Source: an optimization exercise on an open RTL-to-GDS flow (aim: small area, a short achievable clock period and few clock cycles per item). Production flows keep margins and buffers that such runs may drop. Power is estimated from default activity; no workload was simulated.

== v30 ==
// sscore_dec
module sscore_dec (
    input             clk,
    input             rst,         
    input             start,
    input      [47:0] in_len,
    output            idle,
    output            done,
    output     [2:0]  err,
    input             in_valid,
    output            in_ready,
    input      [20:0] in_cp,
    output            out_valid,
    input             out_ready,
    output      [7:0] out_data
);
    localparam [2:0] E_NONE      = 3'd0,
                     E_HEADER    = 3'd1,    
                     E_RANGE     = 3'd2,    
                     E_LENGTH    = 3'd3,    
                     E_BODY      = 3'd5;    
    reg         idle_r;      
    reg         done_r;      
    reg  [2:0]  err_r;
    localparam LW = 8, UW = 40;
    reg  [5:0]    ph;        
    reg  [LW-1:0] rlo;       
    reg  [UW-1:0] rup;       
    reg           rpend;     
    reg           rbr;       
    reg  [2:0]    st;        
    reg  [LW-1:0] hlo;       
    reg  [UW-1:0] hup;       
    reg           hpend;     
    reg           hpass;     
    reg           hbr;       
    reg           uf;        
    reg         oor;         
    reg         mb;          
    reg         rdy_o;       
    reg         busy;        
    reg         kpat;        
    reg  [10:0] rcnt;        
  ...
Size in the first run: ~660 cells after synthesis, ~150 flip-flops, about 89 I/O pins, ~0.0067 mm² of cells after synthesis.
Settings: LEC_CHECK=0, CAP_MARGIN=20, CORE_MARGIN=2, CORE_UTILIZATION=40, SLEW_MARGIN=20; clock period 8.0 ns.
standard.sh (not shown) runs the stock make flow with config.mk's settings and CLKGATE_MAP_FILE= SYNTH_SCRIPT=/design/flow/synth_recipe.tcl, a recipe that flattens the netlist after the stock synthesis.
==> flow/flow/run.sh <==
#!/bin/bash
# Own flow: the standard layout, with the port buffers made from the
# smallest buffer cell, a clock tree of clkbuf_8 without dummy loads, and
# timing repair aiming for more setup slack than the 8 ns clock needs.
set -o pipefail
export BUFFER_PORTS_ARGS="-buffer_cell sky130_fd_sc_hd__buf_1"
export CTS_ARGS="-sink_clustering_enable -repair_clock_nets -dont_use_dummy_load -buf_list {sky130_fd_sc_hd__clkbuf_4 sky130_fd_sc_hd__clkbuf_8}"
export SETUP_SLACK_MARGIN=5.4
bash standard.sh > standard.log 2>&1
### v30 -> v43
# v30
export LEC_CHECK = 0
export CAP_MARGIN = 20
export CORE_MARGIN = 2
export CORE_UTILIZATION = 40
export SLEW_MARGIN = 20
create_clock -name core_clock -period 8.0 [get_ports {clk}]
# v43
export LEC_CHECK = 0
export ABC_AREA = 1
export CAP_MARGIN = 20
export CORE_MARGIN = 2
export CORE_UTILIZATION = 40
export SLEW_MARGIN = 20
create_clock -name core_clock -period 8.0 [get_ports {clk}]
[summary]
Delta (v43 minus v30): utilization held steady, share of the synthesized area in compound gates (AO/OA/AOI/OAI) grew by 0.84 points.
v43 against v30; die area is up by a few percent.
Between v43 and v30, the worst-case setup margin in the final layout does not differ in any meaningful way.
v43 reports a lower global-route usage than v30 does.
| area growth from synthesis to final layout | v43 vs v30 | 2.0 points lower |
Looking at capture point of the critical path, the out_data[4] result is from v43; the busy one comes from v30.
Relative to v30, the die span in x measured on v43 has increased slightly.
Looking at slowest stage cell on the critical path, the sky130_fd_sc_hd__edfxtp_1 result is from v43; the sky130_fd_sc_hd__or4_4 one comes from v30.
Per the comparison of v43 with v30, cell count after synthesis now sits higher; net load switching power increased about 1.1%.
Sequential share of layout area (v43 over v30): decrease, 0.84 points
[inputs] v59 vs v43
# v43
export LEC_CHECK = 0
export ABC_AREA = 1
export CAP_MARGIN = 20
export CORE_MARGIN = 2
export CORE_UTILIZATION = 40
export SLEW_MARGIN = 20
create_clock -name core_clock -period 8.0 [get_ports {clk}]
# v59
export LEC_CHECK = 0
export CAP_MARGIN = 20
export CORE_MARGIN = 2
export CORE_UTILIZATION = 40
export SLEW_MARGIN = 20
create_clock -name core_clock -period 8.0 [get_ports {clk}]
==> flow/flow/run.sh <==
#!/bin/bash
# Own flow: the standard layout, with the port buffers made from the
# smallest buffer cell, a clock tree of small buffers without dummy loads,
# and timing repair aiming for more setup slack than the 8 ns clock needs.
set -o pipefail
export BUFFER_PORTS_ARGS="-buffer_cell sky130_fd_sc_hd__buf_1"
export CTS_ARGS="-sink_clustering_enable -repair_clock_nets -dont_use_dummy_load -buf_list {sky130_fd_sc_hd__clkbuf_8 sky130_fd_sc_hd__clkbuf_16} -root_buf sky130_fd_sc_hd__clkbuf_16 -sink_clustering_size 25 -sink_clustering_max_diameter 100"
export SETUP_SLACK_MARGIN=5.4
bash standard.sh > standard.log 2>&1
[summary]
Taking v43 as the reference, in v59 final critical-path required period higher; final period utilization +0.25 points.
On area fraction of clock buffers and clock inverters: v59 sits above v43.
v43 → v59: fmax decreased 0.78%, worst setup slack decreased 0.020 ns, fraction of area in registers decreased 0.43 points.
### v59 -> v16
# v59
export LEC_CHECK = 0
export CAP_MARGIN = 20
export CORE_MARGIN = 2
export CORE_UTILIZATION = 40
export SLEW_MARGIN = 20
create_clock -name core_clock -period 8.0 [get_ports {clk}]
# v16
export LEC_CHECK = 0
export CAP_MARGIN = 20
export CORE_MARGIN = 2
export CORE_UTILIZATION = 60
export SLEW_MARGIN = 20
create_clock -name core_clock -period 8.0 [get_ports {clk}]
==> flow/flow/run.sh <==
#!/bin/bash
# Own flow: the standard layout, with the port buffers made from the
# smallest buffer cell, a clock tree of clkbuf_8 without dummy loads, and
# timing repair aiming for more setup slack than the 8 ns clock needs.
set -o pipefail
export BUFFER_PORTS_ARGS="-buffer_cell sky130_fd_sc_hd__buf_1"
export CTS_ARGS="-sink_clustering_enable -repair_clock_nets -dont_use_dummy_load -buf_list {sky130_fd_sc_hd__clkbuf_4 sky130_fd_sc_hd__clkbuf_8}"
export SETUP_SLACK_MARGIN=5.4
bash standard.sh > standard.log 2>&1
## What came out
v16: full flow OK, the timing, DRC and antenna checks passed. When v16 is set beside v59, its relative slew slack turns out to be 2.7 points smaller. Re met3 capacity usage during global routing: v16 is 0.49 points up on v59. v59 → v16: least setup slack across all paths after layout went up by 0.020 ns, power attributed to combinational cells neither gained nor lost much, first-iteration DRC count now smaller. NOTE overall via count from detail_route v59->v16 decreased slightly. In v16, sequential share of layout area is higher than in v59.
No run of this note included a check of the RTL's function; only the layout flow was run.

[afterwards: timing with drivers on the ports]
The results above use ideal ports. As a check the final layouts listed here were re-extracted and re-timed, cells and wires unchanged. Step 1 (the two cells are an assumption about what drives the block):
set clk [get_ports {clk}]
set_driving_cell -lib_cell sky130_fd_sc_hd__clkbuf_16 $clk
set_driving_cell -lib_cell sky130_fd_sc_hd__buf_2 [delete_from_list [all_inputs] $clk]
Step 2 moves the port delays by t, midway between the first and last clock arrival at a register: inputs arrive t later, outputs are due t later. That takes back most of the time a late clock gives input paths. a / b / c = no drivers / after step 1 / after step 2; a / b = the first two.
| run | t (ns) | slack for setup (ns) | worst data-port slew with drivers (ns) | cell pins on the clock port's net |
|---|---|---|---|---|
| v30 | 0.470 | 5.408 / 5.369 / 4.914 | 0.07 | 1 |
| v43 | 0.482 | 5.409 / 5.370 / 5.001 | 0.05 | 1 |
| v59 | 0.451 | 5.389 / 5.357 / 4.906 | 0.07 | 1 |
| v16 | 0.473 | 5.409 / 5.374 / 4.955 | 0.04 | 1 |
After both steps every run listed still meets setup and hold. The setup slack of v30, which loses most, moves by -0.039 ns with the drivers and by -0.494 ns with both steps.
